Source: an optimization exercise on an open RTL-to-GDS flow (aim: a short achievable clock period and few clock cycles). Production flows keep margins and buffers that such runs may drop.
The RTL was checked by simulation tests, not by an equivalence proof against the original design.
Power and IR drop assume default switching activity.

==> flow/design.v <==
module cs4200_core (
    input  wire        clk,
    input  wire        rst,           
    input  wire [29:0] prog_words,    
    output wire [31:0] imem_addr,
    input  wire [31:0] imem_rdata,
    output wire [31:0] dmem_addr,
    input  wire [31:0] dmem_rdata,
    output wire        dmem_we,
    output wire [3:0]  dmem_wstrb,
    output wire [31:0] dmem_wdata,
    output wire        halted,
    output wire        faulted,
    output wire [2:0]  fault_code,
    output wire [31:0] fault_pc,
    output wire [31:0] fault_info,
    input  wire [4:0]  dbg_addr,
    output wire [31:0] dbg_data
);
    localparam [2:0] F_MISALIGNED_DATA   = 3'd1;
    localparam [2:0] F_DMEM_RANGE        = 3'd2;
    localparam [2:0] F_MISALIGNED_TARGET = 3'd3;
    localparam [2:0] F_TARGET_RANGE      = 3'd4;
    reg [31:0] pc;                  
    reg        x0_valid,  x1_valid;
    reg [31:0] x0_pc,     x1_pc;
    reg [31:0] x0_a,      x1_a;         
    reg [31:0] x0_b,      x1_b;
    reg [4:0]  x0_rd,     x1_rd;
    reg        x0_wr,     x1_wr;        
    reg        x0_load,   x1_load;
    reg        x0_mem,    x1_mem;       
    reg        x0_branch, x1_branch;
    reg [2:0]  x0_f3,     x1_f3;
    reg        x0_alt,    x1_alt;       
    reg        x0_addop,  x1_addop;     
    reg        x0_pred,   x1_pred;      
    reg        x0_tseq,   x1_tseq;      
    reg [31:0] x0_tgt,    x1_tgt;       
    reg [31:0] x0_alt_pc, x1_alt_pc;    
    reg [31:0] m_a, m_b, m_sd;
    reg [2:0]  m_f3;
    reg        m_store;
    reg [31:0] regs [1:31];
    reg [31:1] zf;
    reg [63:0] bh_valid;
    reg [63:0] bh_taken;
    reg [31:0] nw_word [0:31];
    reg [4:0]  nw_tag  [0:31];
    reg [31:0] nw_valid;
    reg        halt_q;
    reg        fault_q;
    reg [2:0]  fault_code_q;
    reg [31:0] fault_pc_q;
    reg [31:0] fault_info_q;
    wire [31:0] prog_bytes = {prog_words, 2'b00};
    wire [31:0] rf_all [0:31];
    assign rf_all[0] = 32'd0;
    genvar g;
    generate
        for (g = 1; g < 32; g = g + 1) begin : rf_rd
            assign rf_all[g] = regs[g];
        end
    endgenerate
    wire [31:0] alu0, alu1;
    wire        eq0, eq1, lts0, lts1, ltu0, ltu1;
    cs4200_alu u_alu0 (.a(x0_a), .b(x0_b), .f3(x0_f3), .alt(x0_alt),
                       .y(alu0), .eq(eq0), .lt_s(lts0), .lt_u(ltu0));
    cs4200_alu u_alu1 (.a(x1_a), .b(x1_b), .f3(x1_f3), .alt(x1_alt),
                       .y(alu1), .eq(eq1), .lt_s(lts1), .lt_u(ltu1));
    wire [31:0] zx0 = x0_a ^ x0_b;
    wire [31:0] zx1 = x1_a ^ x1_b;
    wire        x0_zero = x0_alt ? eq0 : (!zx0[0] && (&(zx0[31:1] ~^ (x0_a[30:0] | x0_b[30:0]))));
    wire        x1_zero = x1_alt ? eq1 : (!zx1[0] && (&(zx1[31:1] ~^ (x1_a[30:0] | x1_b[30:0]))));
    wire [12:0] lo_sum = {1'b0, m_a[11:0]} + {1'b0, m_b[11:0]};
    wire [19:0] hx = m_a[31:12] ^ m_b[31:12];
    wire [18:0] ho = m_a[30:12] | m_b[30:12];
    wire        hi_zero = (&(hx[19:1] ~^ ho[18:0])) && (hx[0] == lo_sum[12]);
    wire [31:0] maddr = m_a + m_b;      
    wire        m_valid = (x0_valid && x0_mem) || (x1_valid && x1_mem);
    wire        mem_misaligned = (m_f3[1:0] == 2'b01 && lo_sum[0]) ||
                                 (m_f3[1:0] == 2'b10 && lo_sum[1:0] != 2'b00);
    wire        mem_bad   = mem_misaligned || !hi_zero;
    wire        mem_fault0 = x0_valid && x0_mem && mem_bad;
    wire        mem_fault1 = x1_valid && x1_mem && mem_bad;
    wire [31:0] rshift = dmem_rdata >> {lo_sum[1:0], 3'b000};
    reg  [31:0] load_val;
    always @(*) begin
        case (m_f3)
            3'b000:  load_val = {{24{rshift[7]}}, rshift[7:0]};
            3'b001:  load_val = {{16{rshift[15]}}, rshift[15:0]};
            3'b100:  load_val = {24'd0, rshift[7:0]};
            3'b101:  load_val = {16'd0, rshift[15:0]};
            default: load_val = rshift;
        endcase
    end
    reg [3:0] st_mask;
    always @(*) begin
        case (m_f3[1:0])
            2'b00:   st_mask = 4'b0001;
            2'b01:   st_mask = 4'b0011;
            default: st_mask = 4'b1111;
        endcase
    end
    assign dmem_addr  = {20'd0, lo_sum[11:0]};
    assign dmem_we    = m_valid && m_store && !mem_bad;
    assign dmem_wstrb = st_mask << lo_sum[1:0];
    assign dmem_wdata = m_sd << {lo_sum[1:0], 3'b000};
    wire [31:0] res0 = x0_load ? load_val : alu0;
    wire [31:0] res1 = x1_load ? load_val : alu1;
    function br_cond;
        input [2:0] f3;
        input eq, lt_s, lt_u;
        begin
            case (f3)
                3'b000:  br_cond = eq;
                3'b001:  br_cond = !eq;
                3'b100:  br_cond = lt_s;
                3'b101:  br_cond = !lt_s;
                3'b110:  br_cond = lt_u;
                default: br_cond = !lt_u;
            endcase
        end
    endfunction
    wire taken0 = x0_branch && br_cond(x0_f3, eq0, lts0, ltu0);
    wire taken1 = x1_branch && br_cond(x1_f3, eq1, lts1, ltu1);
    wire br_mis0 = taken0 && (x0_tgt[1:0] != 2'b00);
    wire br_mis1 = taken1 && (x1_tgt[1:0] != 2'b00);
    wire br_fault0 = x0_valid && taken0 && ((x0_tgt[1:0] != 2'b00) || (x0_tgt > prog_bytes));
    wire br_fault1 = x1_valid && taken1 && ((x1_tgt[1:0] != 2'b00) || (x1_tgt > prog_bytes));
    wire redir0 = x0_valid && (x0_pred != taken0) && !(taken0 && x0_tseq);
    wire redir1 = x1_valid && (x1_pred != taken1) && !(taken1 && x1_tseq);
    wire fault0 = mem_fault0 || br_fault0;
    wire fault1 = mem_fault1 || br_fault1;
    wire kill1  = fault0 || redir0;       
    wire new_fault = fault0 || (fault1 && !redir0);
    wire redirect  = redir0 || redir1;
    wire [31:0] redirect_pc = redir0 ? x0_alt_pc : x1_alt_pc;
    wire we0 = x0_valid && x0_wr && !mem_fault0;
    wire we1 = x1_valid && x1_wr && !mem_fault1 && !kill1;
    wire [31:0] w0 = imem_rdata;
    wire [31:0] w1 = nw_word[pc[6:2]];
    wire        hit = nw_valid[pc[6:2]] && (nw_tag[pc[6:2]] == pc[11:7]) && (pc[31:12] == 20'd0);
    wire        fetch_ok = (pc < prog_bytes);
    wire [4:0]  d0_rd, d0_rs1, d0_rs2, d1_rd, d1_rs1, d1_rs2;
    wire        d0_use1, d0_use2, d0_wr, d0_ld, d0_st, d0_br, d0_r, d0_lui, d0_aui, d0_alt, d0_addop;
    wire        d1_use1, d1_use2, d1_wr, d1_ld, d1_st, d1_br, d1_r, d1_lui, d1_aui, d1_alt, d1_addop;
    wire [2:0]  d0_f3, d1_f3;
    wire [31:0] d0_imm, d1_imm, d0_immb, d1_immb;
    cs4200_dec u_dec0 (.w(w0), .rd(d0_rd), .rs1(d0_rs1), .rs2(d0_rs2), .use1(d0_use1), .use2(d0_use2),
                       .wr(d0_wr), .ld(d0_ld), .st(d0_st), .br(d0_br), .r(d0_r), .lui(d0_lui),
                       .aui(d0_aui), .alt(d0_alt), .addop(d0_addop), .f3(d0_f3), .imm(d0_imm), .immb(d0_immb));
    cs4200_dec u_dec1 (.w(w1), .rd(d1_rd), .rs1(d1_rs1), .rs2(d1_rs2), .use1(d1_use1), .use2(d1_use2),
                       .wr(d1_wr), .ld(d1_ld), .st(d1_st), .br(d1_br), .r(d1_r), .lui(d1_lui),
                       .aui(d1_aui), .alt(d1_alt), .addop(d1_addop), .f3(d1_f3), .imm(d1_imm), .immb(d1_immb));
    wire xb0 = x0_valid && x0_wr;
    wire xb1 = x1_valid && x1_wr;
    wire [31:0] v01 = (xb1 && x1_rd == d0_rs1) ? res1 : (xb0 && x0_rd == d0_rs1) ? res0 : rf_all[d0_rs1];
    wire [31:0] v02 = (xb1 && x1_rd == d0_rs2) ? res1 : (xb0 && x0_rd == d0_rs2) ? res0 : rf_all[d0_rs2];
    wire [31:0] v11 = (xb1 && x1_rd == d1_rs1) ? res1 : (xb0 && x0_rd == d1_rs1) ? res0 : rf_all[d1_rs1];
    wire [31:0] v12 = (xb1 && x1_rd == d1_rs2) ? res1 : (xb0 && x0_rd == d1_rs2) ? res0 : rf_all[d1_rs2];
    wire [31:0] pc4 = pc + 32'd4;
    wire [31:0] pc8 = pc + 32'd8;
    wire [31:0] d0_a = d0_aui ? pc  : d0_lui ? 32'd0 : v01;
    wire [31:0] d1_a = d1_aui ? pc4 : d1_lui ? 32'd0 : v11;
    wire [31:0] d0_b = (d0_r || d0_br) ? v02 : d0_imm;
    wire [31:0] d1_b = (d1_r || d1_br) ? v12 : d1_imm;
    wire [31:0] tgt0 = pc  + d0_immb;
    wire [31:0] tgt1 = pc4 + d1_immb;
    function st_pred;
        input [31:0] w;
        begin
            st_pred = w[31] || ((w[19:15] == w[24:20]) ?
                                (w[14:12] == 3'b000 || w[14:12] == 3'b101 || w[14:12] == 3'b111) :
                                (w[14:12] == 3'b001 || w[14:12] == 3'b101 || w[14:12] == 3'b111));
        end
    endfunction
    wire [5:0] bh0 = pc[7:2];
    wire [5:0] bh1 = pc[7:2] + 6'd1;
    wire [4:0]  zr_idx  = (d0_rs2 == 5'd0) ? d0_rs1 : d0_rs2;
    wire        zr_x1   = xb1 && (x1_rd == zr_idx);
    wire        zr_x0   = xb0 && (x0_rd == zr_idx);
    wire        zr_val  = (zr_idx == 5'd0) ? 1'b1 : zr_x1 ? x1_zero : zr_x0 ? x0_zero : zf[zr_idx];
    wire        zr_known = (w0[14:13] == 2'b00) && ((d0_rs1 == 5'd0) || (d0_rs2 == 5'd0)) &&
                           !(zr_x1 && !x1_addop) && !(!zr_x1 && zr_x0 && !x0_addop);
    wire        pred0 = d0_br && (zr_known ? (zr_val ^ w0[12]) :
                                  bh_valid[bh0] ? bh_taken[bh0] : st_pred(w0));
    wire        pred1 = d1_br && (bh_valid[bh1] ? bh_taken[bh1] : st_pred(w1));
    wire d0_mem = d0_ld || d0_st;
    wire d1_mem = d1_ld || d1_st;
    wire raw = d0_wr && ((d1_use1 && d1_rs1 == d0_rd) || (d1_use2 && d1_rs2 == d0_rd));
    wire dual = hit && !pred0 && !raw && !(d0_mem && d1_mem) && !(d0_br && d1_mem);
    wire issue = fetch_ok && !redirect && !new_fault && !fault_q && !halt_q;
    integer i;
    always @(posedge clk) begin
        if (rst) begin
            pc           <= 32'd0;
            x0_valid     <= 1'b0;
            x1_valid     <= 1'b0;
            x0_mem       <= 1'b0;
            x1_mem       <= 1'b0;
            x0_wr        <= 1'b0;
            x1_wr        <= 1'b0;
            bh_valid     <= 64'd0;
            nw_valid     <= 32'd0;
            halt_q       <= 1'b0;
            fault_q      <= 1'b0;
            fault_code_q <= 3'd0;
            fault_pc_q   <= 32'd0;
            fault_info_q <= 32'd0;
            for (i = 1; i < 32; i = i + 1)
                regs[i] <= 32'd0;
            zf           <= {31{1'b1}};
        end else begin
            if (we0 && !(we1 && x1_rd == x0_rd)) begin
                regs[x0_rd] <= res0;
                zf[x0_rd]   <= (res0 == 32'd0);
            end
            if (we1) begin
                regs[x1_rd] <= res1;
                zf[x1_rd]   <= (res1 == 32'd0);
            end
            if (x0_valid && x0_branch) begin
                bh_valid[x0_pc[7:2]] <= 1'b1;
                bh_taken[x0_pc[7:2]] <= taken0;
            end
            if (x1_valid && x1_branch) begin
                bh_valid[x1_pc[7:2]] <= 1'b1;
                bh_taken[x1_pc[7:2]] <= taken1;
            end
            if (fetch_ok && pc[31:12] == 20'd0 && pc[11:2] != 10'd0) begin
                nw_word[pc[6:2] - 5'd1]  <= w0;
                nw_tag[pc[6:2] - 5'd1]   <= (pc[11:0] - 12'd4) >> 7;
                nw_valid[pc[6:2] - 5'd1] <= 1'b1;
            end
            x0_valid  <= issue;
            x1_valid  <= issue && dual;
            x0_pc     <= pc;
            x1_pc     <= pc4;
            x0_a      <= d0_a;
            x1_a      <= d1_a;
            x0_b      <= d0_b;
            x1_b      <= d1_b;
            x0_rd     <= d0_rd;
            x1_rd     <= d1_rd;
            x0_wr     <= d0_wr;
            x1_wr     <= d1_wr;
            x0_load   <= d0_ld;
            x1_load   <= d1_ld;
            x0_mem    <= d0_mem;
            x1_mem    <= d1_mem;
            x0_branch <= d0_br;
            x1_branch <= d1_br;
            x0_f3     <= d0_f3;
            x1_f3     <= d1_f3;
            x0_alt    <= d0_alt;
            x1_alt    <= d1_alt;
            x0_addop  <= d0_addop;
            x1_addop  <= d1_addop;
            x0_pred   <= pred0;
            x1_pred   <= pred1;
            x0_tseq   <= (d0_immb == 32'd4);
            x1_tseq   <= (d1_immb == 32'd4);
            x0_tgt    <= tgt0;
            x1_tgt    <= tgt1;
            x0_alt_pc <= pred0 ? pc4 : tgt0;
            x1_alt_pc <= pred1 ? pc8 : tgt1;
            if (d0_mem) begin
                m_a     <= v01;
                m_b     <= d0_imm;
                m_sd    <= v02;
                m_f3    <= d0_f3;
                m_store <= d0_st;
            end else begin
                m_a     <= v11;
                m_b     <= d1_imm;
                m_sd    <= v12;
                m_f3    <= d1_f3;
                m_store <= d1_st;
            end
            if (redirect)
                pc <= redirect_pc;
            else if (fetch_ok)
                pc <= pred0 ? tgt0 : !dual ? pc4 : pred1 ? tgt1 : pc8;
            if (!fault_q && !halt_q) begin
                if (new_fault) begin
                    fault_q <= 1'b1;
                    if (fault0) begin
                        fault_pc_q <= x0_pc;
                        if (mem_fault0) begin
                            fault_code_q <= mem_misaligned ? F_MISALIGNED_DATA : F_DMEM_RANGE;
                            fault_info_q <= maddr;
                        end else begin
                            fault_code_q <= br_mis0 ? F_MISALIGNED_TARGET : F_TARGET_RANGE;
                            fault_info_q <= x0_tgt;
                        end
                    end else begin
                        fault_pc_q <= x1_pc;
                        if (mem_fault1) begin
                            fault_code_q <= mem_misaligned ? F_MISALIGNED_DATA : F_DMEM_RANGE;
                            fault_info_q <= maddr;
                        end else begin
                            fault_code_q <= br_mis1 ? F_MISALIGNED_TARGET : F_TARGET_RANGE;
                            fault_info_q <= x1_tgt;
                        end
                    end
                end else if (!fetch_ok && !redirect) begin
                    halt_q <= 1'b1;
                end
            end
        end
    end
    assign imem_addr  = pc;
    assign halted     = halt_q;
    assign faulted    = fault_q;
    assign fault_code = fault_code_q;
    assign fault_pc   = fault_pc_q;
    assign fault_info = fault_info_q;
    assign dbg_data = rf_all[dbg_addr];
endmodule
module cs4200_alu (
    input  wire [31:0] a,
    input  wire [31:0] b,
    input  wire [2:0]  f3,
    input  wire        alt,
    output reg  [31:0] y,
    output wire        eq,
    output wire        lt_s,
    output wire        lt_u
);
    wire [31:0] sum  = a + b;
    wire [31:0] diff = a - b;
    assign lt_s = $signed(a) < $signed(b);
    assign lt_u = a < b;
    assign eq   = (a == b);
    wire [31:0] sra_out = $signed(a) >>> b[4:0];
    always @(*) begin
        case (f3)
            3'b000:  y = alt ? diff : sum;
            3'b001:  y = a << b[4:0];
            3'b010:  y = {31'd0, lt_s};
            3'b011:  y = {31'd0, lt_u};
            3'b100:  y = a ^ b;
            3'b101:  y = alt ? sra_out : (a >> b[4:0]);
            3'b110:  y = a | b;
            default: y = a & b;
        endcase
    end
endmodule
module cs4200_dec (
    input  wire [31:0] w,
    output wire [4:0]  rd,
    output wire [4:0]  rs1,
    output wire [4:0]  rs2,
    output wire        use1,    
    output wire        use2,    
    output wire        wr,      
    output wire        ld,
    output wire        st,
    output wire        br,
    output wire        r,       
    output wire        lui,
    output wire        aui,
    output wire        alt,     
    output wire        addop,   
    output wire [2:0]  f3,      
    output wire [31:0] imm,     
    output wire [31:0] immb     
);
    localparam [6:0] OP_R      = 7'b0110011;
    localparam [6:0] OP_I      = 7'b0010011;
    localparam [6:0] OP_LOAD   = 7'b0000011;
    localparam [6:0] OP_STORE  = 7'b0100011;
    localparam [6:0] OP_BRANCH = 7'b1100011;
    localparam [6:0] OP_LUI    = 7'b0110111;
    localparam [6:0] OP_AUIPC  = 7'b0010111;
    wire [6:0] opcode = w[6:0];
    wire [2:0] funct3 = w[14:12];
    wire [6:0] funct7 = w[31:25];
    assign rd  = w[11:7];
    assign rs1 = w[19:15];
    assign rs2 = w[24:20];
    wire [31:0] imm_i = {{20{w[31]}}, w[31:20]};
    wire [31:0] imm_s = {{20{w[31]}}, w[31:25], w[11:7]};
    wire [31:0] imm_u = {w[31:12], 12'b0};
    assign immb = {{19{w[31]}}, w[31], w[7], w[30:25], w[11:8], 1'b0};
    wire is_r  = (opcode == OP_R);
    wire is_i  = (opcode == OP_I);
    wire is_ld = (opcode == OP_LOAD);
    wire is_st = (opcode == OP_STORE);
    wire is_br = (opcode == OP_BRANCH);
    assign lui = (opcode == OP_LUI);
    assign aui = (opcode == OP_AUIPC);
    wire ok_r  = (funct7 == 7'b0000000) ||
                 (funct7 == 7'b0100000 && (funct3 == 3'b000 || funct3 == 3'b101));
    wire ok_i  = (funct3 == 3'b001) ? (funct7 == 7'b0000000) :
                 (funct3 == 3'b101) ? (funct7 == 7'b0000000 || funct7 == 7'b0100000) : 1'b1;
    wire ok_ld = (funct3 == 3'b000) || (funct3 == 3'b001) || (funct3 == 3'b010) ||
                 (funct3 == 3'b100) || (funct3 == 3'b101);
    wire ok_st = (funct3 == 3'b000) || (funct3 == 3'b001) || (funct3 == 3'b010);
    wire ok_br = (funct3 != 3'b010) && (funct3 != 3'b011);
    assign r   = is_r  && ok_r;
    wire   i   = is_i  && ok_i;
    assign ld  = is_ld && ok_ld;
    assign st  = is_st && ok_st;
    assign br  = is_br && ok_br;
    assign wr  = (r || i || ld || lui || aui) && (rd != 5'd0);
    assign use1 = r || i || ld || st || br;
    assign use2 = r || st || br;
    assign imm = st ? imm_s : (lui || aui) ? imm_u : imm_i;
    assign f3  = (r || i || br || ld || st) ? funct3 : 3'b000;
    assign alt = (r && funct7[5]) || (i && funct3 == 3'b101 && funct7[5]);
    assign addop = (lui || aui || ((r || i) && funct3 == 3'b000));
endmodule
==> flow/run.sh <==
#!/bin/bash
# synth_recipe.tcl (not shown) runs the flow's synth.tcl, then flattens the netlist and writes it again
# the make line also repeats each setting of config.mk as NAME=value (left out here)
make -C /OpenROAD-flow-scripts/flow DESIGN_CONFIG=/design/flow/config.mk WORK_HOME=/design/flow/orfs CLKGATE_MAP_FILE= SYNTH_SCRIPT=/design/flow/synth_recipe.tcl finish
==> flow/config.mk <==
export PLATFORM = sky130hd
export DESIGN_NAME = cs4200_core
export DESIGN_NICKNAME = cs4200_core
export VERILOG_FILES = /design/flow/design.v
export SDC_FILE = /design/flow/constraint.sdc
export NUM_CORES = 4
export LEC_CHECK = 0
export ABC_CLOCK_PERIOD_IN_PS = 4500
export CAP_MARGIN = 30
export CORE_MARGIN = 6
export CORE_UTILIZATION = 25
export SETUP_SLACK_MARGIN = 4.0
export SLEW_MARGIN = 40
==> flow/constraint.sdc <==
create_clock -name core_clock -period 8.5 [get_ports {clk}]
set_input_delay 1.7000 -clock core_clock [delete_from_list [all_inputs] [get_ports {clk}]]
set_output_delay 1.7000 -clock core_clock [all_outputs]
set_load 0.01 [all_outputs]
==> results of run 1 <==
[what timing repair did]
action,CTS
gates resized for setup,5185
pin swaps,1108
endpoints found under the setup margin,3822
setup buffers,1622
cloned,350
[cells in the mapped netlist (all sizes together), types with 158 or more instances]
cell type,number,area share (%)
dfxtp,239,2.6
a221oi,834,3.9
o31ai,737,3.0
inv,360,0.73
o21ai,892,2.4
xnor2,230,1.1
o22ai,177,0.60
a22o,816,3.8
nand2,2122,4.3
mux2i,315,1.7
nor2,1017,2.1
nand4,332,1.1
nand3,480,1.3
a222oi,158,0.85
clkbuf,1174,2.4
mux4,463,5.7
edfxtp,2682,43
or3,179,0.60
buf,588,1.7
nor3,291,0.79
a21oi,684,1.8
a22oi,757,3.1
ha,436,2.9
[per-stage QoR]
stage	std cells	area [um2]
detailed placement	27590	210800
floorplan	17940	186700
CTS	30190	268300
global placement	27500	208100
[power by group through the flow]
stage | Clock (uW) | Sequential [uW] | Combinational (uW)
3_5_place_dp | 0 | 19900 | 44700
3_3_place_gp | 0 | 20000 | 44100
2_1_floorplan | 0 | 18900 | 19800
4_1_cts | 15700 | 19300 | 57500
[per-layer routing]
layer	overflow	GRT usage, %
met3	0	33.87
met5	0	21.12
met1	0	49.41
met2	1	56.54
met4	0	37.68
[logic make-up after synthesis]
group,after synthesis
compound gates,6079
buf+inv,2132
flops,2921
simple gates,5109
mux,855
fa+ha+maj,443
other cells,1
xor+xnor,379
[how the worst max path moves through the flow]
stage	cells past startpoint	from	end	slack, ns
4_1_cts	25	x0_b[0]	regs[25][31]	2.58
3_3_place_gp	16	flop	x1_b[31]	0.76
3_5_place_dp	10	dbg_addr[0]	dbg_data[28]	1.09
2_1_floorplan	25	x0_b[2]	regs[17][0]	2.61
==> results.toml, run 1 <==
[floorplan]
die_height_um = 874.4
start_util_pct = 25.11
io_pins = 303
rows = 316
die_width_um = 874.4

[run_status]
status = "aborted with a tool error"
toolErrorMsg = "[ERROR GRT-0232] Routing congestion too high. Check the congestion heatmap in the GUI."
haltStage = "5_1_grt"

[logic_synthesis]
synth_top_family_by_area = "compound AO/OA/AOI/OAI gates"
netlist_area_mm2 = 0.1859
synthMuxAreaShare_pct = 7.829
synth_xor_xnor_area_share_pct = 1.785
yosysSeqAreaShare_pct = 45.89
synth.distinct_cells = 125
ys_ff_latch = 2921
synth_edf_count = 2682
synth-simple-area-share_pct = 12.66
synth_compound_area_share_pct = 24.00
synth-adder-area-share_pct = 3.009
synthCells = 17920
synth_area_per_cell_um2 = 10.38
synth_top_flop_cell = "edfxtp_1"
async_flop_share_pct = 0
yosys_warnings = 2

[placed_design]
port_buffers = 282
dpl.hpwl_um = 1033000
dpl_worst_slack_ns = 1.095
gp_congestion = 1.080

[clocking]
cts_buffer_depth = 4
ctsHoldBuffers = 0
root_buffer = "clkbuf_16"
cts_sinks = 2921
htreeDepth = 5
numCtsBuffers = 346

[grt]
grt_max_degree = 78
grt_use_total_pct = 45.73
overflow = 1
Testbench counts, summed over its fixed seeds: cycles 60,428.
==> inputs of run 2 (changes only) <==
--- a/flow/design.v
+++ b/flow/design.v
@@ -38,6 +38,7 @@
     reg        x0_tseq,   x1_tseq;      
     reg [31:0] x0_tgt,    x1_tgt;       
     reg [31:0] x0_alt_pc, x1_alt_pc;    
+    reg        x0_tbad,   x1_tbad;      
     reg [31:0] m_a, m_b, m_sd;
     reg [2:0]  m_f3;
     reg        m_store;
@@ -126,8 +127,8 @@
     wire taken1 = x1_branch && br_cond(x1_f3, eq1, lts1, ltu1);
     wire br_mis0 = taken0 && (x0_tgt[1:0] != 2'b00);
     wire br_mis1 = taken1 && (x1_tgt[1:0] != 2'b00);
-    wire br_fault0 = x0_valid && taken0 && ((x0_tgt[1:0] != 2'b00) || (x0_tgt > prog_bytes));
-    wire br_fault1 = x1_valid && taken1 && ((x1_tgt[1:0] != 2'b00) || (x1_tgt > prog_bytes));
+    wire br_fault0 = x0_valid && taken0 && x0_tbad;
+    wire br_fault1 = x1_valid && taken1 && x1_tbad;
     wire redir0 = x0_valid && (x0_pred != taken0) && !(taken0 && x0_tseq);
     wire redir1 = x1_valid && (x1_pred != taken1) && !(taken1 && x1_tseq);
     wire fault0 = mem_fault0 || br_fault0;
@@ -189,7 +190,7 @@
     wire d0_mem = d0_ld || d0_st;
     wire d1_mem = d1_ld || d1_st;
     wire raw = d0_wr && ((d1_use1 && d1_rs1 == d0_rd) || (d1_use2 && d1_rs2 == d0_rd));
-    wire dual = hit && !pred0 && !raw && !(d0_mem && d1_mem) && !(d0_br && d1_mem);
+    wire dual = hit && !pred0 && !raw && !(d0_mem && d1_mem) && !(d0_br && d1_st);
     wire issue = fetch_ok && !redirect && !new_fault && !fault_q && !halt_q;
     integer i;
     always @(posedge clk) begin
@@ -263,6 +264,8 @@
             x1_tseq   <= (d1_immb == 32'd4);
             x0_tgt    <= tgt0;
             x1_tgt    <= tgt1;
+            x0_tbad   <= (tgt0[1:0] != 2'b00) || (tgt0 > prog_bytes);
+            x1_tbad   <= (tgt1[1:0] != 2'b00) || (tgt1 > prog_bytes);
             x0_alt_pc <= pred0 ? pc4 : tgt0;
             x1_alt_pc <= pred1 ? pc8 : tgt1;
             if (d0_mem) begin
--- a/flow/config.mk
+++ b/flow/config.mk
@@ -5,9 +5,10 @@
 export SDC_FILE = /design/flow/constraint.sdc
 export NUM_CORES = 4
 export LEC_CHECK = 0
-export ABC_CLOCK_PERIOD_IN_PS = 4500
+export ABC_CLOCK_PERIOD_IN_PS = 3000
 export CAP_MARGIN = 30
 export CORE_MARGIN = 6
 export CORE_UTILIZATION = 25
-export SETUP_SLACK_MARGIN = 4.0
+export PLACE_DENSITY = 0.5
+export SETUP_SLACK_MARGIN = 3.2
 export SLEW_MARGIN = 40
==> results.toml, run 2 <==
[clocking]
numCtsBuffers = 355
htreeDepth = 5
cts_buffer_depth = 4
cts_sinks = 2923
ctsHoldBuffers = 0
root_buffer = "clkbuf_16"

[placed_design]
dpl.hpwl_um = 998100
placed_area_mm2 = 0.2099
gp_congestion = 1.102
dpl_worst_slack_ns = 0.9444
port_buffers = 282

[logic_synthesis]
ys_ff_latch = 2923
yosysMostFrequentCell = "edfxtp_1"
synth_edf_count = 2684
synth_top_area_share_pct = 43.46
synth_top_cell_by_area = "edfxtp_1"
synth_area_per_cell_um2 = 10.31
synth_top_flop_cell = "edfxtp_1"
synthCells = 17980
netlist_area_mm2 = 0.1855
synth.cells.most_frequent = "edfxtp_1, o21ai_0, clkbuf_1, nand3_1, nor2_1"
netlist_top_cells_area = "edfxtp_1, mux4_2, o21ai_0"
yosysSeqAreaShare_pct = 46.04
synth.distinct_cells = 112
async_flop_share_pct = 0
yosys_warnings = 2

[run_status]
status = "aborted with a tool error"
toolErrorMsg = "[ERROR GRT-0232] Routing congestion too high. Check the congestion heatmap in the GUI."
haltStage = "5_1_grt"

[grt]
overflow = 1
grt_max_degree = 83
grt_use_total_pct = 47.11

[floorplan]
die_height_um = 873.3
io_pins = 303
die_width_um = 873.3
start_util_pct = 25.15
rows = 315
run 2: through the flow:
stage | hold WS (ns) | util (%) | cells | total power [uW]
4_1_cts | 0.4570 | 34.38 | 29580 | 91060
3_5_place_dp | 0.4435 | 28.46 | 27620 | 68220
3_3_place_gp | 0.4415 | 28.21 | 27550 | 68030
2_1_floorplan | 0.4271 | - | 18000 | 41260
run 2: per-layer routing:
metal  track usage, %  GRT overflow
met1            50.72             1
met2            57.22             0
met3            36.37             0
met4            37.55             0
met5            28.94             0
run 2: what timing repair did:
item	4_1_cts
cloned	319
pin swaps	622
buffers inserted	990
setup endpoints to repair	3547
gates resized for setup	3953
run 2: cell families after synthesis:
group	Yosys count	share of synthesized area, %
other cells	1	0.002022
mux	952	7.882
xor+xnor	369	1.743
simple gates	4898	12.92
fa+ha+maj	443	3.017
buf+inv	2186	4.772
compound gates	6211	23.63
flops	2923	46.04
run 2: worst min-delay path by stage:
stage / endpoint / cells past startpoint
after floorplan: nw_valid[18] / 1
after global placement: nw_valid[21] / 1
after detailed placement: nw_valid[25] / 1
after CTS: fault_pc_q[0] / 2
run 2: power by group through the flow:
stage          Clock [uW]  Sequential (uW)  Combinational (uW)
3_5_place_dp            0            20100               48100
2_1_floorplan           0            19000               22200
3_3_place_gp            0            20200               47800
4_1_cts             15900            19600               55500
Testbench counts of run 2, summed over its fixed seeds: cycles 60,188.
==> inputs of run 3 (changes only) <==
--- a/flow/design.v
+++ b/flow/design.v
@@ -44,17 +44,36 @@
     reg        m_store;
     reg [31:0] regs [1:31];
     reg [31:1] zf;
+    reg        zw0_v, zw1_v;
+    reg [4:0]  zw0_rd, zw1_rd;
+    reg [31:0] zw0_res, zw1_res;
     reg [63:0] bh_valid;
     reg [63:0] bh_taken;
     reg [31:0] nw_word [0:31];
+    reg [31:0] nw_tgt  [0:31];      
     reg [4:0]  nw_tag  [0:31];
     reg [31:0] nw_valid;
+    reg [31:0] tc_word [0:31];
+    reg [31:0] tc_addr [0:31];      
+    reg [31:0] tc_tgt  [0:31];      
+    reg [4:0]  tc_tag  [0:31];
+    reg [31:0] tc_valid;
+    reg        tk_v;                
+    reg [11:0] tk_pc;               
+    reg        nf_v,   tf_v;
+    reg [4:0]  nf_idx, tf_idx;
+    reg [4:0]  nf_tag, tf_tag;
+    reg [31:0] nf_w,   tf_w;
+    reg [31:0] nf_tgt, tf_tgt;
+    reg [31:0] tf_addr;
+    reg [29:0] prog_q;
+    reg        first_q;
     reg        halt_q;
     reg        fault_q;
     reg [2:0]  fault_code_q;
     reg [31:0] fault_pc_q;
     reg [31:0] fault_info_q;
-    wire [31:0] prog_bytes = {prog_words, 2'b00};
+    wire [31:0] prog_bytes = {prog_q, 2'b00};
     wire [31:0] rf_all [0:31];
     assign rf_all[0] = 32'd0;
     genvar g;
@@ -140,9 +159,12 @@
     wire we0 = x0_valid && x0_wr && !mem_fault0;
     wire we1 = x1_valid && x1_wr && !mem_fault1 && !kill1;
     wire [31:0] w0 = imem_rdata;
-    wire [31:0] w1 = nw_word[pc[6:2]];
-    wire        hit = nw_valid[pc[6:2]] && (nw_tag[pc[6:2]] == pc[11:7]) && (pc[31:12] == 20'd0);
-    wire        fetch_ok = (pc < prog_bytes);
+    wire        lo_pc  = (pc[31:12] == 20'd0);
+    wire        nw_hit = nw_valid[pc[6:2]] && (nw_tag[pc[6:2]] == pc[11:7]) && lo_pc;
+    wire        tc_hit = tc_valid[pc[6:2]] && (tc_tag[pc[6:2]] == pc[11:7]) && lo_pc;
+    wire [31:0] w1 = tc_hit ? tc_word[pc[6:2]] : nw_word[pc[6:2]];
+    wire        fetch_ok = first_q ? (prog_words != 30'd0) : (pc < prog_bytes);
+    wire        fetch_go = fetch_ok && !(first_q && d0_br);
     wire [4:0]  d0_rd, d0_rs1, d0_rs2, d1_rd, d1_rs1, d1_rs2;
     wire        d0_use1, d0_use2, d0_wr, d0_ld, d0_st, d0_br, d0_r, d0_lui, d0_aui, d0_alt, d0_addop;
     wire        d1_use1, d1_use2, d1_wr, d1_ld, d1_st, d1_br, d1_r, d1_lui, d1_aui, d1_alt, d1_addop;
@@ -161,13 +183,19 @@
     wire [31:0] v11 = (xb1 && x1_rd == d1_rs1) ? res1 : (xb0 && x0_rd == d1_rs1) ? res0 : rf_all[d1_rs1];
     wire [31:0] v12 = (xb1 && x1_rd == d1_rs2) ? res1 : (xb0 && x0_rd == d1_rs2) ? res0 : rf_all[d1_rs2];
     wire [31:0] pc4 = pc + 32'd4;
-    wire [31:0] pc8 = pc + 32'd8;
     wire [31:0] d0_a = d0_aui ? pc  : d0_lui ? 32'd0 : v01;
-    wire [31:0] d1_a = d1_aui ? pc4 : d1_lui ? 32'd0 : v11;
+    wire [13:0] tlo  = {1'b0, pc[12:0]} + {1'b0, d0_immb[12:0]};
+    wire [18:0] phi  = pc[31:13];
+    wire [18:0] phi_p = phi + 19'd1;
+    wire [18:0] phi_m = phi - 19'd1;
+    wire [31:0] tgt0 = {(tlo[13] && !d0_immb[31]) ? phi_p :
+                        (!tlo[13] && d0_immb[31]) ? phi_m : phi, tlo[12:0]};
+    wire [31:0] s1pc = tc_hit ? tc_addr[pc[6:2]] : pc4;
+    wire [31:0] s1pc4 = s1pc + 32'd4;
+    wire [31:0] d1_a = d1_aui ? s1pc : d1_lui ? 32'd0 : v11;
     wire [31:0] d0_b = (d0_r || d0_br) ? v02 : d0_imm;
     wire [31:0] d1_b = (d1_r || d1_br) ? v12 : d1_imm;
-    wire [31:0] tgt0 = pc  + d0_immb;
-    wire [31:0] tgt1 = pc4 + d1_immb;
+    wire [31:0] tgt1 = tc_hit ? tc_tgt[pc[6:2]] : nw_tgt[pc[6:2]];
     function st_pred;
         input [31:0] w;
         begin
@@ -177,11 +205,15 @@
         end
     endfunction
     wire [5:0] bh0 = pc[7:2];
-    wire [5:0] bh1 = pc[7:2] + 6'd1;
+    wire [5:0] bh1 = s1pc[7:2];
     wire [4:0]  zr_idx  = (d0_rs2 == 5'd0) ? d0_rs1 : d0_rs2;
     wire        zr_x1   = xb1 && (x1_rd == zr_idx);
     wire        zr_x0   = xb0 && (x0_rd == zr_idx);
-    wire        zr_val  = (zr_idx == 5'd0) ? 1'b1 : zr_x1 ? x1_zero : zr_x0 ? x0_zero : zf[zr_idx];
+    wire        zw0_z   = (zw0_res == 32'd0);
+    wire        zw1_z   = (zw1_res == 32'd0);
+    wire        zr_val  = (zr_idx == 5'd0) ? 1'b1 : zr_x1 ? x1_zero : zr_x0 ? x0_zero :
+                          (zw1_v && zw1_rd == zr_idx) ? zw1_z :
+                          (zw0_v && zw0_rd == zr_idx) ? zw0_z : zf[zr_idx];
     wire        zr_known = (w0[14:13] == 2'b00) && ((d0_rs1 == 5'd0) || (d0_rs2 == 5'd0)) &&
                            !(zr_x1 && !x1_addop) && !(!zr_x1 && zr_x0 && !x0_addop);
     wire        pred0 = d0_br && (zr_known ? (zr_val ^ w0[12]) :
@@ -190,8 +222,13 @@
     wire d0_mem = d0_ld || d0_st;
     wire d1_mem = d1_ld || d1_st;
     wire raw = d0_wr && ((d1_use1 && d1_rs1 == d0_rd) || (d1_use2 && d1_rs2 == d0_rd));
-    wire dual = hit && !pred0 && !raw && !(d0_mem && d1_mem) && !(d0_br && d1_st);
-    wire issue = fetch_ok && !redirect && !new_fault && !fault_q && !halt_q;
+    wire dual = tc_hit ? (pred0 && !d1_st)
+                       : (nw_hit && !pred0 && !raw && !(d0_mem && d1_mem) && !(d0_br && d1_st));
+    wire issue = fetch_go && !redirect && !new_fault && !fault_q && !halt_q;
+    always @(posedge clk) begin
+        prog_q  <= prog_words;
+        first_q <= rst;
+    end
     integer i;
     always @(posedge clk) begin
         if (rst) begin
@@ -204,6 +241,10 @@
             x1_wr        <= 1'b0;
             bh_valid     <= 64'd0;
             nw_valid     <= 32'd0;
+            tc_valid     <= 32'd0;
+            tk_v         <= 1'b0;
+            nf_v         <= 1'b0;
+            tf_v         <= 1'b0;
             halt_q       <= 1'b0;
             fault_q      <= 1'b0;
             fault_code_q <= 3'd0;
@@ -212,15 +253,23 @@
             for (i = 1; i < 32; i = i + 1)
                 regs[i] <= 32'd0;
             zf           <= {31{1'b1}};
+            zw0_v        <= 1'b0;
+            zw1_v        <= 1'b0;
         end else begin
-            if (we0 && !(we1 && x1_rd == x0_rd)) begin
+            if (we0 && !(we1 && x1_rd == x0_rd))
                 regs[x0_rd] <= res0;
-                zf[x0_rd]   <= (res0 == 32'd0);
-            end
-            if (we1) begin
+            if (we1)
                 regs[x1_rd] <= res1;
-                zf[x1_rd]   <= (res1 == 32'd0);
-            end
+            zw0_v   <= we0;
+            zw1_v   <= we1;
+            zw0_rd  <= x0_rd;
+            zw1_rd  <= x1_rd;
+            zw0_res <= res0;
+            zw1_res <= res1;
+            if (zw0_v && !(zw1_v && zw1_rd == zw0_rd))
+                zf[zw0_rd] <= zw0_z;
+            if (zw1_v)
+                zf[zw1_rd] <= zw1_z;
             if (x0_valid && x0_branch) begin
                 bh_valid[x0_pc[7:2]] <= 1'b1;
                 bh_taken[x0_pc[7:2]] <= taken0;
@@ -229,15 +278,36 @@
                 bh_valid[x1_pc[7:2]] <= 1'b1;
                 bh_taken[x1_pc[7:2]] <= taken1;
             end
-            if (fetch_ok && pc[31:12] == 20'd0 && pc[11:2] != 10'd0) begin
-                nw_word[pc[6:2] - 5'd1]  <= w0;
-                nw_tag[pc[6:2] - 5'd1]   <= (pc[11:0] - 12'd4) >> 7;
-                nw_valid[pc[6:2] - 5'd1] <= 1'b1;
+            nf_v   <= fetch_ok && lo_pc && pc[11:2] != 10'd0;
+            nf_idx <= pc[6:2] - 5'd1;
+            nf_tag <= pc[11:7] - {4'd0, pc[6:2] == 5'd0};
+            nf_w   <= w0;
+            nf_tgt <= tgt0;
+            if (nf_v) begin
+                nw_word[nf_idx]  <= nf_w;
+                nw_tgt[nf_idx]   <= nf_tgt;
+                nw_tag[nf_idx]   <= nf_tag;
+                nw_valid[nf_idx] <= 1'b1;
+            end
+            tk_v    <= issue && pred0 && !dual && lo_pc;
+            tk_pc   <= pc[11:0];
+            tf_v    <= tk_v && fetch_ok;
+            tf_idx  <= tk_pc[6:2];
+            tf_tag  <= tk_pc[11:7];
+            tf_w    <= w0;
+            tf_addr <= pc;
+            tf_tgt  <= tgt0;
+            if (tf_v) begin
+                tc_word[tf_idx]  <= tf_w;
+                tc_addr[tf_idx]  <= tf_addr;
+                tc_tgt[tf_idx]   <= tf_tgt;
+                tc_tag[tf_idx]   <= tf_tag;
+                tc_valid[tf_idx] <= 1'b1;
             end
             x0_valid  <= issue;
             x1_valid  <= issue && dual;
             x0_pc     <= pc;
-            x1_pc     <= pc4;
+            x1_pc     <= s1pc;
             x0_a      <= d0_a;
             x1_a      <= d1_a;
             x0_b      <= d0_b;
@@ -267,7 +337,7 @@
             x0_tbad   <= (tgt0[1:0] != 2'b00) || (tgt0 > prog_bytes);
             x1_tbad   <= (tgt1[1:0] != 2'b00) || (tgt1 > prog_bytes);
             x0_alt_pc <= pred0 ? pc4 : tgt0;
-            x1_alt_pc <= pred1 ? pc8 : tgt1;
+            x1_alt_pc <= pred1 ? s1pc4 : tgt1;
             if (d0_mem) begin
                 m_a     <= v01;
                 m_b     <= d0_imm;
@@ -283,8 +353,8 @@
             end
             if (redirect)
                 pc <= redirect_pc;
-            else if (fetch_ok)
-                pc <= pred0 ? tgt0 : !dual ? pc4 : pred1 ? tgt1 : pc8;
+            else if (fetch_go)
+                pc <= !dual ? (pred0 ? tgt0 : pc4) : pred1 ? tgt1 : s1pc4;
             if (!fault_q && !halt_q) begin
                 if (new_fault) begin
                     fault_q <= 1'b1;
--- a/flow/config.mk
+++ b/flow/config.mk
@@ -8,7 +8,8 @@
 export ABC_CLOCK_PERIOD_IN_PS = 3000
 export CAP_MARGIN = 30
 export CORE_MARGIN = 6
-export CORE_UTILIZATION = 25
-export PLACE_DENSITY = 0.5
+export CORE_UTILIZATION = 20
+export PLACE_DENSITY = 0.4
 export SETUP_SLACK_MARGIN = 3.2
 export SLEW_MARGIN = 40
+export TNS_END_PERCENT = 10
==> results.toml, run 3 <==
[logic_synthesis]
synth_area_per_cell_um2 = 15.06
netlist_area_mm2 = 0.3432
synth_edf_count = 7033
synth_top_area_share_pct = 61.53
yosysMostFrequentCell = "edfxtp_1"
async_flop_share_pct = 0
ys_ff_latch = 7340
synth.distinct_cells = 109
synth.cells.most_frequent = "edfxtp_1, mux4_2, clkbuf_1, o22ai_1, a22oi_1"
synthCells = 22790
yosys_warnings = 2
netlist_top_cells_area = "edfxtp_1, mux4_2, a22oi_1"
synth_top_cell_by_area = "edfxtp_1"
yosysSeqAreaShare_pct = 63.32
synth_top_flop_cell = "edfxtp_1"

[clocking]
numCtsBuffers = 849
cts_buffer_depth = 5
cts_tree = "done"
root_buffer = "clkbuf_16"
insertion_delay_ns = 1.43
clk_pin_slew_ns = 0.06
cts_sinks = 7340
htreeDepth = 6

[grt]
grt.busiest_layer = "met2"
antenna_found_initial = 401
grt_use_total_pct = 25.72
grt_max_degree = 125
use_met3_pct = 9.463
grt_pass1_vias = 257200
use_met2_pct = 37.71
grt_util_met1_pct = 31.23
grt_pass1_wl_um = 2945000
overflow = 0

[floorplan]
start_util_pct = 20.08
core_area_mm2 = 1.709
rows = 480
die_height_um = 1322
dieArea_mm2 = 1.748
io_pins = 303
die_width_um = 1322

[sta]
worst_slack_ns = 1.857
hold_viol = 0
period_share_pct = 78.16
hold_slack_ns = 0.4568
final.min_clock_period_ns = 6.643
setup_tns_ns = 0
rsz0062_at_grt = "yes"
timing.slew.headroom_pct = 27.81
fin_worst_skew_ns = 0.1352
report.final.setup_viol = 0
clock.fmax_mhz = 150.5
tightest_slew_ns = 1.083
final_max_slew_viol_count = 0

[routing]
vias_per_cell = 5.721
wire_per_inst_um = 48.28
wl_um = 2367000
drc = 0
dr.pass1.iters = 13
num_vias = 280500
drtAntennaViolNets = 0
first_iter_violations = 46410

[cells_and_area]
top_regs = "nw_tgt x1024, nw_word x1024, tc_word x1024"
layout.nets = 25700
area_delta_synth_final_pct = 29.33
final_core_util_pct = 25.97
fin_area_mm2 = 0.4439
final_common_cell = "edfxtp_1"
final_cell_mix = "edfxtp_1, buf_4, mux4_2, o22ai_1, a22oi_1"
drive_above_1_share_pct = 30.66

[placed_design]
dpl.hpwl_um = 1554000
placed_area_mm2 = 0.3924
port_buffers = 282
dpl_worst_slack_ns = -1.212
gp_congestion = 1.023

[setup_path]
crit_arrival_ns = 7.74
cp.required_ns = 9.59
r2r_slack_ns = 1.86
critPathLaunchType = "flop"
cp_common_cell = "buf_12"
worstSetupPathType = "reg -> reg"
slowest_delay_ns = 0.74
end_kind = "flop"
worst-path-max-fanout = 8
slowest_stage = "nor4_4"

[pwr]
power.leakage_uw = 0.1436
peakVddDrop_mv = 0.2796
power.density_mw_per_mm2 = 273.4

[run_status]
status = "no timing/DRC/antenna violations"

[run]
drv_cap = 0

[min_path]
min-delay-path-class = "reg -> reg"
-- run 3: cell count changes after synthesis, moves of 92 or more --
cell / previous run / this run
nand3_1: 1288 / 450
or3_1: 162 / 70
a22o_1: 821 / 682
o21ai_0: 1562 / 593
a22oi_1: 834 / 1130
a221oi_1: 862 / 657
a21oi_1: 692 / 792
edfxtp_1: 2684 / 7033
o22ai_1: 201 / 1154
mux4_2: 392 / 1739
-- run 3: routing by layer --
layer / share of wire, % / wire length, um / up-vias
met5: 0.11 / 2604 / -
met4: 8.6 / 203200 / 136
met3: 11 / 256600 / 7168
met2: 43 / 1006000 / 23290
met1: 38 / 898100 / 150000
li1: - / - / 99920
-- run 3: where the power goes --
group	internal (uW)	switching [uW]	leakage [uW]
clock	20700	16200	0.0133
sequential	41400	1650	0.0678
combinational	14300	27100	0.0625
-- run 3: kinds of logic (layout without fill, tap and decap cells) --
| kind of cell | count (synthesis) | count (layout) | share of synthesized area (%) |
|---|---|---|---|
| xor gates and xnor gates | 403 | 403 | 1.028 |
| buffers and inverters | 2409 | 5524 | 2.933 |
| DFF | 7340 | 7340 | 63.32 |
| muxes | 2387 | 2387 | 13.37 |
| other | 1 | 469 | 0.001093 |
| AOI/OAI and AO/OA | 6093 | 6093 | 12.62 |
| and+or+nand+nor | 3757 | 3758 | 5.262 |
| adders and majority gates | 398 | 398 | 1.464 |
-- run 3: final timing paths --
path,start,to,cells after the start
hold / removal,fault_info_q[3],fault_info_q[3],2
setup reg to reg,flop,m_sd[22],29
setup / recovery,flop,m_sd[22],29
hold reg to reg,fault_info_q[3],fault_info_q[3],2
-- run 3: layout make-up --
type	instances	area (um2)
diodes	449	1124
clock buffers	1073	22510
clock inverters	496	4763
fillers	174900	1265000
inverters	450	1800
multi-input cells	13060	126200
flip-flops and latches	7340	217400
well taps	22650	28340
repair buffers	3504	41710
repair inverters	1	8.758
-- run 3: worst max-delay path, delay by kind of cell (launching register included) --
family / cells / cell delay, ns
muxes: 3 / 1.10
and+or+nand+nor: 6 / 1.61
AOI/OAI and AO/OA: 6 / 1.18
buffers and inverters: 14 / 2.00
DFF: 1 / 0.36
-- run 3: timing repair --
| item | in CTS | in global routing |
|---|---|---|
| resized for setup | 1785 | 644 |
| hold buffers | 0 | 0 |
| setup endpoints to repair | 2592 | 2539 |
| buffers inserted | 688 | 282 |
| cloned | 64 | 25 |
| pin swaps | 477 | 317 |
-- run 3: metrics by stage --
step	cells	power (uW)
6_report	49030	121400
5_1_grt	48680	123200
4_1_cts	48250	118500
3_5_place_dp	45930	77870
3_3_place_gp	45840	77700
2_1_floorplan	22810	57360
Testbench counts of run 3, summed over its fixed seeds: cycles 57,221.

-- static timing again, ports no longer ideal --
Ports are ideal in the flow. The routed layout listed here was re-timed in OpenROAD.
Step 1 assumes that a clkbuf_16 drives the clock port and a buf_2 every other input.
Step 2 adds t to the input delays and takes it off the output delays; t is the mean of the earliest and latest rising clock arrival at the registers after step 1. Input paths then give back, and output paths get back, about the clock's delay inside the block.
Slacks: ideal / step 1 / step 2; pairs: ideal / step 1.
run: run 3
t, ns: 1.470
setup WS [ns]: 1.857 / 1.793 / 0.590
worst setup path after step 2: input to register
After both steps setup and hold are still met in run 3. The setup slack of run 3 moves by -0.064 ns with the drivers and by -1.267 ns with both steps.
